This design comes from an exercise in tuning for small area on the open sky130 flow, not from production work. In this exercise RTL edits were held to simulation tests only and were not proved equivalent to the original. Power is estimated from default activity; no workload was simulated.

Setup of the baseline:
==> flow/design.v (excerpt) <==
module irk_core #(
    parameter integer TICK_RATE_HZ     = 1000000,
    parameter integer MARGIN_US        = 100,
    parameter integer T_TRAIN_US       = 1000,
    parameter integer T_SILENCE_US     = 600,
    parameter integer T_SHORT_US       = 600,
    parameter integer T_LONG_US        = 1650,
    parameter integer TICK_BITS        = 16,
    parameter integer RESET_COUNT_BITS = 16,
    parameter integer MARK_LOWER_CHECK = 0,
    parameter integer TX_RX_POLICY_RESET = 1
) (
    input  wire        clk,
    input  wire        rst,           
    input  wire        step_valid,
    input  wire [31:0] step_word,
    input  wire [7:0]  dev_addr,      
    output reg         resp_valid,
    output wire [2:0]  resp_code,
    output reg  [31:0] rdata,
    output reg         timer_reset,   
    output reg         cmd_valid,     
    output wire [15:0] cmd,
    output reg         iv_valid,      
    output wire        iv_mark,
    output reg  [15:0] iv_dur,        
    output wire        cap_polarity,  
    output wire        cap_enabled
);
==> flow/config.mk <==
export PLATFORM = sky130hd
export DESIGN_NAME = irk_core
export DESIGN_NICKNAME = irk_core
export VERILOG_FILES = /design/flow/design.v
export SDC_FILE = /design/flow/constraint.sdc
export NUM_CORES = 4
export LEC_CHECK = 0
export CAP_MARGIN = 20
export CORE_MARGIN = 2
export CORE_UTILIZATION = 55
export SLEW_MARGIN = 20
==> flow/constraint.sdc <==
create_clock -name core_clock -period 5.0 [get_ports {clk}]
set_input_delay 1.0000 -clock core_clock [delete_from_list [all_inputs] [get_ports {clk}]]
set_output_delay 1.0000 -clock core_clock [all_outputs]
set_load 0.01 [all_outputs]
standard.sh (not shown) runs the stock make flow with config.mk's settings and CLKGATE_MAP_FILE= SYNTH_SCRIPT=/design/flow/synth_recipe.tcl, a recipe that flattens the netlist after the stock synthesis.
==> flow/flow/run.sh <==
#!/bin/bash
# Own layout flow: the standard flow (standard.sh) with these changes:
#  * synthesis maps logic with an area-oriented ABC script (flow/area.abc)
#    instead of ORFS's speed script; everything else in synth_recipe.tcl,
#    including the flip-flop mapping, is unchanged;
#  * port buffers use sky130_fd_sc_hd__buf_1;
#  * clock tree synthesis uses clkbuf_4 and no dummy loads.
# Each tool's output goes to a log file in the work folder.
set -euo pipefail
W=$(pwd)
{
  echo "set ::area_abc_script $W/flow/area.abc"
  cat "$W/flow/abc_override.tcl"
  cat "$W/synth_recipe.tcl"
} > "$W/area_synth.tcl"
EXTRA="'BUFFER_PORTS_ARGS=-buffer_cell sky130_fd_sc_hd__buf_1'"
EXTRA="$EXTRA 'CTS_ARGS=-sink_clustering_enable -repair_clock_nets -dont_use_dummy_load -sink_clustering_size 30 -sink_clustering_max_diameter 100 -buf_list sky130_fd_sc_hd__clkbuf_4'"
sed -e "s#SYNTH_SCRIPT=[^ ]*#SYNTH_SCRIPT=$W/area_synth.tcl#" \
    -e "s#CLKGATE_MAP_FILE= #CLKGATE_MAP_FILE= $EXTRA #" \
    "$W/standard.sh" > "$W/area_standard.sh"
grep -q "area_synth.tcl" "$W/area_standard.sh"
grep -q "BUFFER_PORTS_ARGS" "$W/area_standard.sh"
grep -q "CTS_ARGS" "$W/area_standard.sh"
bash "$W/area_standard.sh" > "$W/orfs_make.log" 2>&1
test -f "$W/out/final.def"
==> flow/flow/abc_override.tcl <==
# Map with an area-oriented ABC script instead of ORFS's speed script.
proc abc {args} {
  set i [lsearch -exact $args -script]
  if {$i >= 0} {
    set args [lreplace $args $i [expr {$i + 1}] -script $::area_abc_script]
  }
  yosys abc {*}$args
}
==> flow/flow/area.abc <==
strash
&get -n
&fraig -x
&put
scorr
dc2
dretime
strash
&get -n
&dch -f
&nf
&put
topo
diff inputs: the baseline => the candidate
--- a/flow/flow/run.sh
+++ b/flow/flow/run.sh
@@ -2,5 +2,5 @@
 # Own layout flow: the standard flow (standard.sh) with these changes:
 #  * synthesis maps logic with an area-oriented ABC script (flow/area.abc)
-#    instead of ORFS's speed script; everything else in synth_recipe.tcl,
+#    (with &deepsyn) instead of ORFS's speed script; everything else in synth_recipe.tcl,
 #    including the flip-flop mapping, is unchanged;
 #  * port buffers use sky130_fd_sc_hd__buf_1;
==> flow/flow/area.abc <==
strash
&get -n
&fraig -x
&put
scorr
dc2
strash
&get -n
&deepsyn -I 20 -J 10 -S 1
&dch -f
&nf -R 1000
&put
topo
==> comparison <==
Every stage of the flow completed for the candidate, and the final layout passed the timing, DRC and antenna checks.
The die area in the candidate sits about 5.6% below the value recorded for the baseline.
The run showing the smaller number of fill cells is the candidate.
Comparing the baseline and the candidate, the lower iteration count of the initial detailed-routing pass is on the candidate.
Count of cell instances traversed by the critical path was higher in the run labelled the candidate.
Between the candidate and the baseline, it is the candidate whose non-clock buffer total of the final layout is higher, by 4.9%.
Against the baseline, worst setup slack in the candidate came out better.
Relative to the baseline, the maximum ir drop on the vdd rail measured on the candidate has increased by more than 10%.
Looking at time the final worst path needs with I/O delays and setup, the candidate sits below the baseline.

========
Another version of the RTL of irk_core (not shown whole).
Size in the first run: about 880 cells after synthesis, about 120 I/O pins, about 8200 um^2 of cells after synthesis.
Design irk_core, start of the top module:
module irk_core #(
    parameter integer TICK_RATE_HZ     = 1000000,
    parameter integer MARGIN_US        = 100,
    parameter integer T_TRAIN_US       = 1000,
    parameter integer T_SILENCE_US     = 600,
    parameter integer T_SHORT_US       = 600,
    parameter integer T_LONG_US        = 1650,
    parameter integer TICK_BITS        = 16,
    parameter integer RESET_COUNT_BITS = 16,
    parameter integer MARK_LOWER_CHECK = 0,
    parameter integer TX_RX_POLICY_RESET = 1
) (
    input  wire        clk,
    input  wire        rst,           
    input  wire        step_valid,
    input  wire [31:0] step_word,
    input  wire [7:0]  dev_addr,      
    output reg         resp_valid,
    output reg  [2:0]  resp_code,
    output reg  [31:0] rdata,
    output reg         timer_reset,   
    output reg         cmd_valid,     
    output wire [15:0] cmd,
    output reg         iv_valid,      
    output wire        iv_mark,
    output reg  [15:0] iv_dur,        
    output wire        cap_polarity,  
    output wire        cap_enabled
);
clock: 5.0 ns
lec_check: 0
cap_margin: 20
core_margin: 2
core_utilization: 40
slew_margin: 20
run.sh (not shown) runs the stock make flow with config.mk's settings and CLKGATE_MAP_FILE= SYNTH_SCRIPT=/design/flow/synth_recipe.tcl, a recipe that flattens the netlist after the stock synthesis.
Stock flow here: none of the scripts above is used.
The first run completed without violations.
Next try:
==> flow/flow/run.sh (new file) <==
#!/bin/bash
# Own layout flow: the standard flow (standard.sh) with two changes:
#  * synthesis maps logic with an area-oriented ABC script (flow/area.abc)
#    instead of ORFS's speed script; everything else in synth_recipe.tcl,
#    including the flip-flop mapping, is unchanged;
#  * port buffers use sky130_fd_sc_hd__buf_1.
# Each tool's output goes to a log file in the work folder.
set -euo pipefail
W=$(pwd)
{
  echo "set ::area_abc_script $W/flow/area.abc"
  cat "$W/flow/abc_override.tcl"
  cat "$W/synth_recipe.tcl"
} > "$W/area_synth.tcl"
sed -e "s#SYNTH_SCRIPT=[^ ]*#SYNTH_SCRIPT=$W/area_synth.tcl#" \
    -e "s#CLKGATE_MAP_FILE= #CLKGATE_MAP_FILE= 'BUFFER_PORTS_ARGS=-buffer_cell sky130_fd_sc_hd__buf_1' #" \
    "$W/standard.sh" > "$W/area_standard.sh"
grep -q "area_synth.tcl" "$W/area_standard.sh"
grep -q "BUFFER_PORTS_ARGS" "$W/area_standard.sh"
bash "$W/area_standard.sh" > "$W/orfs_make.log" 2>&1
test -f "$W/out/final.def"
==> flow/flow/abc_override.tcl (new file) <==
# Map with an area-oriented ABC script instead of ORFS's speed script.
proc abc {args} {
  set i [lsearch -exact $args -script]
  if {$i >= 0} {
    set args [lreplace $args $i [expr {$i + 1}] -script $::area_abc_script]
  }
  yosys abc {*}$args
}
==> flow/flow/area.abc (new file) <==
strash
&get -n
&fraig -x
&put
scorr
dc2
dretime
strash
&get -n
&dch -f
&nf
&put
topo
==> flow/standard.sh (new file) <==
#!/bin/bash
# synth_recipe.tcl (not shown) runs the flow's synth.tcl, then flattens the netlist and writes it again
# the make line also repeats each setting of config.mk as NAME=value (left out here)
make -C /OpenROAD-flow-scripts/flow DESIGN_CONFIG=/design/flow/config.mk WORK_HOME=/design/flow/orfs CLKGATE_MAP_FILE= SYNTH_SCRIPT=/design/flow/synth_recipe.tcl "${@:-finish}"
--- a/flow/config.mk
+++ b/flow/config.mk
@@ -10,0 +11,2 @@
+export CTS_BUF_LIST = sky130_fd_sc_hd__clkbuf_2 sky130_fd_sc_hd__clkbuf_4 sky130_fd_sc_hd__clkbuf_8
+export CTS_CLUSTER_SIZE = 20
removed: flow/run.sh
Result: The new run produced a clean layout. Synthesized cell count fell by 14%. Total power came out lower by 10%. Count of clock-buffer cells in the layout does not change.

-- what the ideal ports hide --
The flow's constraints put no driver on any port. The routed layouts listed below were extracted and timed again, unchanged, in two steps. Step 1, drivers: a clkbuf_16 drives clk and a buf_2 each remaining input, both assumed. Step 2 also shifts input and output timing later by t, the mid clock arrival at the registers, as if the neighbouring blocks saw the same clock. Slacks: ideal ports / drivers / drivers and shift; pairs: ideal ports / drivers.
run	shift t [ns]	setup slack, ns	worst hold slack (ns)	cell pins on the clock port's net
the baseline	0.570	0.322 / 0.286 / 0.333	0.486 / 0.486 / 0.486	1
the candidate	0.556	0.385 / 0.400 / -0.156	0.459 / 0.459 / 0.459	1
the first run of note 2	0.470	0.272 / 0.230 / 0.452	0.494 / 0.494 / 0.494	1
the second run of note 2	0.505	0.310 / 0.266 / 0.543	0.511 / 0.511 / 0.511	1
Met with ideal ports but missed after step 2: setup timing in the candidate. The setup slack of the candidate, which loses most, moves by +0.015 ns with the drivers and by -0.541 ns with both steps.
